Context: an optimization exercise on an open-source flow, tuned for small area, a short achievable clock period and few clock cycles per item. The choices shown serve that exercise and are no tape-out recipe. The RTL of this run was laid out without a check of its function. Power is estimated from default activity; no workload was simulated.

**flow/config.mk**
```make
export PLATFORM = sky130hd
export DESIGN_NAME = geomloc
export DESIGN_NICKNAME = geomloc
export VERILOG_FILES = /design/flow/design.v
export SDC_FILE = /design/flow/constraint.sdc
export NUM_CORES = 4
export LEC_CHECK = 0
export CAP_MARGIN = 20
export CORE_MARGIN = 2
export CORE_UTILIZATION = 40
export PLACE_DENSITY = 0.6
export SLEW_MARGIN = 20
```
**flow/constraint.sdc**
```tcl
create_clock -name core_clock -period 13.0 [get_ports {clk}]
set_input_delay 2.6000 -clock core_clock [delete_from_list [all_inputs] [get_ports {clk}]]
set_output_delay 2.6000 -clock core_clock [all_outputs]
set_load 0.01 [all_outputs]
```
**flow/design.v**
```verilog
module geomloc (
    input  wire        clk,
    input  wire        rst,
    input  wire        start,
    output wire        ready,
    input  wire        op,             
    input  wire [1:0]  plane,          
    input  wire [15:0] width,
    input  wire [15:0] height,
    input  wire [5:0]  bitdepth,
    input  wire [1:0]  format,         
    input  wire [31:0] frame_index,
    input  wire [31:0] stream_size,
    output wire        done,
    output wire [3:0]  err,
    output wire [2:0]  res_bps,
    output wire [31:0] res_pdim,
    output wire [31:0] res_pcount,
    output wire [35:0] res_fbs,
    output wire [31:0] res_offset,
    output wire [31:0] res_frames
);
    localparam [3:0] E_OK        = 4'd0,
                     E_BITDEPTH  = 4'd1,
                     E_RANGE     = 4'd2,
                     E_FORMAT    = 4'd5,
                     E_NOCHROMA  = 4'd6,
                     E_INVALID   = 4'd8;
    reg        ready_r, done_r;
    reg        s_mul, s_fbs, s_aln, s_loop;
    reg [4:0]  cnt;
    reg        op_r, chroma_r;
    reg [1:0]  plane_r, fmt_r;
    reg [5:0]  d_r;
    reg        hodd_r, wodd_r;
    reg [31:0] qpw;      
    reg [31:0] prod;     
    reg [31:0] rem;      
    reg [31:0] idx;
    reg [31:0] dv;       
    reg [35:0] fbs_r;
    reg [3:0]  err_r;
    reg [2:0]  bps_r;
    reg        big_r, zero_r, gt_r, eq_r, ib_r;
    wire chroma_in = !op && (plane != 2'd0) && (format == 2'd1);
    wire [15:0] pw_in = chroma_in ? {1'b0, width[15:1]}  : width;
    wire [15:0] ph_in = chroma_in ? {1'b0, height[15:1]} : height;
    wire [4:0] dig_in = (|height[15:12]) ? 5'd3 :
                        (|height[11:8])  ? 5'd2 :
                        (|height[7:4])   ? 5'd1 : 5'd0;
    wire [2:0] bps = (d_r <= 6'd8)  ? 3'd1 :
                     (d_r <= 6'd16) ? 3'd2 :
                     (d_r <= 6'd24) ? 3'd3 : 3'd4;
    wire bad_cmd   = (fmt_r == 2'd3) || (!op_r && plane_r == 2'd3);
    wire bad_depth = (d_r == 6'd0) || (d_r > 6'd32);
    wire bad_half  = (fmt_r == 2'd1) && (wodd_r || hodd_r);
    wire no_chroma = !op_r && (plane_r != 2'd0) && (fmt_r == 2'd2);
    wire [3:0] chk_err = bad_cmd   ? E_INVALID  :
                         bad_depth ? E_BITDEPTH :
                         bad_half  ? E_FORMAT   :
                         no_chroma ? E_NOCHROMA : E_OK;
    wire [15:0] pw = qpw[15:0];
    wire [15:0] ph = qpw[31:16];
    reg  [3:0]  digit;
    always @(*) begin
        case (cnt[1:0])
            2'd0: digit = ph[3:0];
            2'd1: digit = ph[7:4];
            2'd2: digit = ph[11:8];
            default: digit = ph[15:12];
        endcase
    end
    wire [19:0] pp = ({20{digit[0]}} & {4'd0, pw})
                   + ({20{digit[1]}} & {3'd0, pw, 1'b0})
                   + ({20{digit[2]}} & {2'd0, pw, 2'd0})
                   + ({20{digit[3]}} & {1'd0, pw, 3'd0});
    wire [31:0] acc_a = s_mul ? {prod[27:0], 4'd0} : {prod[30:0], 1'b0};
    wire [31:0] acc_b = s_mul ? {12'd0, pp} : (ib_r ? fbs_r[31:0] : 32'd0);
    wire [31:0] acc_sum = acc_a + acc_b;
    reg [2:0] ga, gc;
    reg       gc_en;
    always @(*) begin
        ga = 3'd1; gc = 3'd0; gc_en = 1'b0;
        case ({chroma_r, fmt_r})
            3'b100, 3'b101, 3'b110, 3'b111:  
                case (bps)
                    3'd1: begin ga = 3'd3; gc = 3'd2; gc_en = 1'b1; end
                    3'd2: begin ga = 3'd4; gc = 3'd3; gc_en = 1'b1; end
                    3'd3: begin ga = 3'd5; gc = 3'd2; gc_en = 1'b1; end
                    default: begin ga = 3'd5; gc = 3'd4; gc_en = 1'b1; end
                endcase
            3'b000:  
                case (bps)
                    3'd1: begin ga = 3'd2; gc = 3'd1; gc_en = 1'b1; end
                    3'd2: begin ga = 3'd3; gc = 3'd2; gc_en = 1'b1; end
                    3'd3: begin ga = 3'd4; gc = 3'd1; gc_en = 1'b1; end
                    default: begin ga = 3'd4; gc = 3'd3; gc_en = 1'b1; end
                endcase
            3'b001:  
                case (bps)
                    3'd1: begin ga = 3'd1; gc = 3'd0; gc_en = 1'b1; end
                    3'd2: begin ga = 3'd2; gc = 3'd1; gc_en = 1'b1; end
                    3'd3: begin ga = 3'd3; gc = 3'd0; gc_en = 1'b1; end
                    default: begin ga = 3'd3; gc = 3'd2; gc_en = 1'b1; end
                endcase
            default:  
                case (bps)
                    3'd1: begin ga = 3'd1; end
                    3'd2: begin ga = 3'd2; end
                    3'd3: begin ga = 3'd2; gc = 3'd1; gc_en = 1'b1; end
                    default: begin ga = 3'd3; end
                endcase
        endcase
    end
    wire [37:0] fa_t = {6'd0, prod} << ga;
    wire [37:0] fc_t = gc_en ? ({6'd0, prod} << gc) : 38'd0;
    wire [37:0] f_sum = fa_t + fc_t;
    wire [35:0] fbs_new = f_sum[36:1];
    wire big  = |fbs_r[35:32];
    wire zero = (fbs_r == 36'd0);
    reg  [4:0] lz;
    integer i;
    always @(*) begin
        lz = 5'd31;
        for (i = 0; i < 32; i = i + 1)
            if (fbs_r[i]) lz = 5'd31 - i[4:0];
    end
    wire [4:0]  lz_e = big ? 5'd0 : lz;
    wire [31:0] dv_new = fbs_r[31:0] << lz_e;
    reg  [31:0] himask;
    always @(*) begin
        for (i = 0; i < 32; i = i + 1)
            himask[i] = (i > lz_e);
    end
    wire hi = |(idx & himask);
    wire [32:0] r_sub = {1'b0, rem} - {1'b0, dv};
    wire        ge    = !r_sub[32] && !big_r;
    wire [31:0] rem_new = ge ? r_sub[31:0] : rem;
    wire        last  = (cnt == 5'd0);
    wire [4:0]  cnt_m1 = cnt - 5'd1;
    wire        rnz   = (ge ? (rem != dv) : (rem != 32'd0)) && !zero_r;
    wire [31:0] q_inc = qpw + 32'd1;
    wire [31:0] q_fin = (ge && rnz) ? {q_inc[30:0], 1'b0} : {qpw[30:0], ge | rnz};
    wire        gt_n  = gt_r || (eq_r && ib_r && !ge);
    wire        eq_n  = eq_r && (ib_r == ge);
    wire        rerr  = !zero_r && (gt_n || (eq_n && !rnz));
    always @(posedge clk) begin
        if (rst) begin
            ready_r <= 1'b1;
            done_r  <= 1'b0;
            s_mul   <= 1'b0;
            s_fbs   <= 1'b0;
            s_aln   <= 1'b0;
            s_loop  <= 1'b0;
        end else begin
            done_r <= 1'b0;
            if (ready_r) begin
                if (start) begin
                    ready_r <= 1'b0;
                    s_mul   <= 1'b1;
                end
            end
            if (s_mul && cnt[1:0] == 2'd0) begin
                s_mul <= 1'b0;
                s_fbs <= 1'b1;
            end
            if (s_fbs) begin
                s_fbs <= 1'b0;
                if (op_r && chk_err == E_OK) begin
                    s_aln <= 1'b1;
                end else begin
                    done_r  <= 1'b1;
                    ready_r <= 1'b1;
                end
            end
            if (s_aln) begin
                s_aln  <= 1'b0;
                s_loop <= 1'b1;
            end
            if (s_loop && last) begin
                s_loop  <= 1'b0;
                done_r  <= 1'b1;
                ready_r <= 1'b1;
            end
        end
    end
    always @(posedge clk) begin
        if (ready_r) begin
            op_r     <= op;
            plane_r  <= plane;
            fmt_r    <= format;
            d_r      <= bitdepth;
            chroma_r <= chroma_in;
            wodd_r   <= width[0];
            hodd_r   <= height[0];
            qpw      <= {ph_in, pw_in};
            rem      <= stream_size;
            idx      <= frame_index;
            prod     <= 32'd0;
            cnt      <= dig_in;
        end
        if (s_mul) begin
            prod <= acc_sum;
            cnt  <= cnt - 5'd1;
        end
        if (s_fbs) begin
            fbs_r <= fbs_new;
            err_r <= chk_err;
            bps_r <= bps;
        end
        if (s_aln) begin
            big_r  <= big;
            zero_r <= zero;
            dv     <= dv_new;
            cnt    <= lz_e;
            gt_r   <= hi;
            eq_r   <= !hi;
            ib_r   <= idx[lz_e];
            qpw    <= 32'd0;
            prod   <= 32'd0;
        end
        if (s_loop) begin
            rem  <= rem_new;
            dv   <= {1'b0, dv[31:1]};
            prod <= acc_sum;
            cnt  <= cnt_m1;
            ib_r <= idx[cnt_m1];
            gt_r <= gt_n;
            eq_r <= eq_n;
            if (last) begin
                qpw <= q_fin;
                if (rerr) err_r <= E_RANGE;
            end else begin
                qpw <= {qpw[30:0], ge};
            end
        end
    end
    assign ready      = ready_r;
    assign done       = done_r;
    assign err        = err_r;
    assign res_bps    = bps_r;
    assign res_pdim   = qpw;
    assign res_pcount = prod;
    assign res_fbs    = fbs_r;
    assign res_offset = prod;
    assign res_frames = qpw;
endmodule
```
**flow/run.sh**
```bash
#!/bin/bash
# synth_recipe.tcl (not shown) runs the flow's synth.tcl, then flattens the netlist and writes it again
# the make line also repeats each setting of config.mk as NAME=value (left out here)
make -C /OpenROAD-flow-scripts/flow DESIGN_CONFIG=/design/flow/config.mk WORK_HOME=/design/flow/orfs CLKGATE_MAP_FILE= SYNTH_SCRIPT=/design/flow/synth_recipe.tcl finish
```
==> run notes <==
The run finished with no timing, DRC or antenna violations. The final number of max-transition violations came out at 0. Measured against its own limit, the worst slew margin works out to 33.99%. The data required time of the worst path is 13330 ps. The worst-skew pair later-pin latency is 590 ps. The footprint of the multi-input gates came out at 13860 sq um. Once the clock tree was built, the resizer swapped 0 gates to a different size. Setup repair after global routing left no endpoint under its margin. The library cell used most frequently in the layout, excluding fill and tap cells, is clkdlybuf4s50_1. The horizontal die dimension came out at 239.3 microns. The number of hold-slack violations in the final timing report is 0. The cell sitting at the root of the clock tree is a clkbuf_16. Summed over all instances, the cell type with the most area after synthesis is edfxtp_1. The synthesized cell area is 22140 sq um. For this run, the register share of the synthesized area comes to 31.10%. From bottom edge to top edge, the die measures 239.3 microns. The post-synthesis async set-or-reset flop share is 0%. The number of nets in the final layout is 2861.

The share of cells above drive strength 1 came out at 7.572%. The final wirelength is 75.87 mm. The largest vdd supply drop is 109.4 uV. Across every metal layer, demand over resource in global routing totals 25.79%.

The number of enable flip-flop cells after synthesis came out at 222. At the pin with the least slew margin, the transition time is 962.6 ps. The overall via count from detail_route came out at 19726. TritonCTS built the clock tree. The setup fix buffers added after clock tree synthesis is 0. TritonCTS created 29 clock buffers. When the netlist entered floorplanning its net count stood at 2699. Among all flip-flop cells after synthesis, the most frequent one is edfxtp_1. In the final routed layout, each cell accounts on average for 22.86 microns.

The tightest hold path in the finished design has a slack of 578.2 ps. Of the available clock period, the critical path in the final layout requires 59.65%. In this run the worst hold path is classified as register to register. The number of primary I/O pins came out at 283. The sum of net half-perimeters after detailed placement is 56.82 mm. The routability congestion estimate from global placement came out at 0.9621. The maximum count of clock buffers along a single path is 3. By area the synthesized netlist is led by edfxtp_1 (30%), mux2i_1 (9.0%), ha_1 (7.1%), nand2_1 (4.1%), a21oi_1 (4.0%).

The leakage power of the design came out at 10.62 nW. Across the run, the number of max-cap violations was 0. The average cell area after synthesis came out at 9.109 sq um. Setup violations remaining at the end of the flow were counted as 0. Across the routed clock network, the largest skew measured is 11.88 ps. For this run, the slowest stage of the critical path takes 550 ps. The clock sink total came out at 233. The number of nets still failing antenna checks after routing is 0. The final critical-path required period came out at 7755 ps.

The area of all sequential standard cells came out at 6897 sq um. The maximum fanout encountered on the critical timing path came out at 16. The final total negative setup slack is 0 ps. The worst setup path is captured at a register.

The initial utilization of the core area, before any placement, comes to 40.35%. The count of buffers from port buffering came out at 282. The total core area is 54880 sq um. The number of library cell types mapped by synthesis is 97.

The count of synthesis-stage warnings from yosys came out at 1. The critical path is of the register to register type. The internal reg-to-reg setup slack is 5250 ps.

The critical path data arrival time came out at 8090 ps. The repair_antennas step left the layout with diodes totalling 0. The largest individual stage delay along the critical path comes from the cell fa_1.

The die area came out at 57260 sq um. Leaving out fill and tap cells, the most frequent cells in the layout are clkdlybuf4s50_1 (282), nand2_1 (241), edfxtp_1 (222). The power per cell area is 120.5 nW/um^2. The via count of the first global-routing pass is 19424. The via count normalized by instance count came out at 5.943. The clock transition time at the flip-flop clock pins of the worst setup and hold paths is 60 ps.

The first-iteration detailed-routing DRC count came out at 1554. The signed area change from the synthesized netlist to the final layout came out at 17.75%. The first global-routing pass estimated 114.9 mm of wire. The number of iterations in the first detailed-routing pass is 6. The post-cts hold buffer count is 0. The number of cell rows is 86. The sum of overflow across all layers after global routing is 0. The number of antenna violations at the first check in global routing is 0. Derived from the worst setup path, the maximum achievable clock frequency is 129.0 MHz. The count of state elements after synthesis is 233.

The fill cell total of the finished layout came out at 5230. In the routed design, unresolved DRC markers number 0. In this run the number of H-tree levels came out at 1. The startpoint type of the worst setup path is a register. Entering global routing, the biggest net connects 66 pins. Synthesis produced 2431 cells. The synthesized design devotes to its leading area cell type 30.11% of total area.
[cell families (layout without fill, tap and decap cells)]
group	Yosys count	after routing	share of synthesized area, %
xor gates and xnor gates	128	128	5.063
buffers and inverters	303	487	6.441
and+or+nand+nor	686	686	15.11
muxes	264	264	12.40
DFF	233	233	31.10
other	1	1	0.01693
adders and majority gates	158	158	10.01
AOI/OAI and AO/OA	658	658	19.86
[layer usage]
metal | wire, microns | GRT usage [%] | vias up
met1 | 32410 | 33.59 | 9529
met4 | 3267 | 10.44 | 0
met2 | 35550 | 42.98 | 752
li1 | - | - | 9282
met3 | 4641 | 3.688 | 163
met5 | 0 | 0 | -
[synthesized netlist by cell type, drive strengths merged, types with 37 or more instances]
cell    count
nand2     244
edfxtp    222
mux2i     200
a21oi     180
nor2      150
ha        126
inv       124
o21ai     109
buf       106
xnor2      79
clkbuf     72
mux2       62
nand3      56
and2       49
xor2       49
o22ai      45
a22o       39
a21o       37
[path summary, 6_finish.rpt]
path,depth (start not counted),endpoint,startpoint
worst max-delay path,32,prod[24]$_DFFE_PP_,cnt[0]$_DFFE_PP_
worst min-delay path,2,dv[27]$_DFFE_PP_,dv[28]$_DFFE_PP_
worst max register to register,32,prod[24]$_DFFE_PP_,cnt[0]$_DFFE_PP_
worst min register to register,2,dv[27]$_DFFE_PP_,dv[28]$_DFFE_PP_
[cell type report]
class	instances	area share, %
Multi-Input combinational cell	1895	53.17
Inverter	125	1.799
Timing Repair Buffer	309	11.60
Clock buffer	38	3.066
Tap cell	704	3.378
Clock inverter	15	0.5326
Sequential cell	233	26.45
[registers in the layout, summed over array words and instances, names as in the netlist, 2 cells and up]
| signal | cells |
|---|---|
| rem | 32 |
| plane_r | 2 |
| prod | 32 |
| bps_r | 3 |
| fbs_r | 36 |
| fmt_r | 2 |
| cnt | 5 |
| dv | 32 |
| idx | 32 |
| err_r | 4 |
| qpw | 32 |
| d_r | 6 |
[critical path, delay by kind of cell, from the launching register on]
family                     cells  cell delay [ps]
buffers and inverters          3              480
DFF                            1              490
muxes                          1              220
xor gates and xnor gates       2              230
and+or+nand+nor                6             1170
adders and majority gates      6             2320
AOI/OAI and AO/OA             14             2590
[metrics by stage]
| step | std cells | setup slack [ps] | power [mW] | area (sq um) | util [%] |
|---|---|---|---|---|---|
| final | 3319 | 5245 | 3.141 | 26080 | 47.51 |
| after global routing | 3319 | 4711 | 3.322 | 26080 | 47.51 |
| after CTS | 3319 | 5318 | 3.144 | 26070 | 47.51 |
| after detailed placement | 3266 | 5380 | 2.317 | 25130 | 45.80 |
| after global placement | 3266 | 5537 | 2.304 | 25130 | 45.80 |
| after floorplan | 2431 | 5889 | 1.950 | 22140 | - |
[report_power, final]
part	internal, mW	switching, mW	total [mW]
Clock	0.471	0.346	0.818
Combinational	0.601	0.694	1.29
Sequential	0.912	0.116	1.03

-- re-timing with driven ports --
The results above use ideal ports. As a check the final layout listed here was re-extracted and re-timed, cells and wires unchanged.
Step 1, drivers: a clkbuf_16 drives clk and a buf_2 each remaining input, both assumed.
Step 2 moves the port delays by t, midway between the first and last clock arrival at a register: inputs arrive t later, outputs are due t later. That takes back most of the time a late clock gives input paths.
Slacks: no drivers / after step 1 / after step 2; pairs: no drivers / after step 1.
t, ns: 0.649
setup WS [ns]: 5.245 / 5.245 / 5.245
worst setup path at the end: register to register
worst data-port slew with drivers (ns): 0.07
After both steps this run still meets setup and hold. The setup slack of this run moves by 0.000 ns with the drivers and by 0.000 ns with both steps.
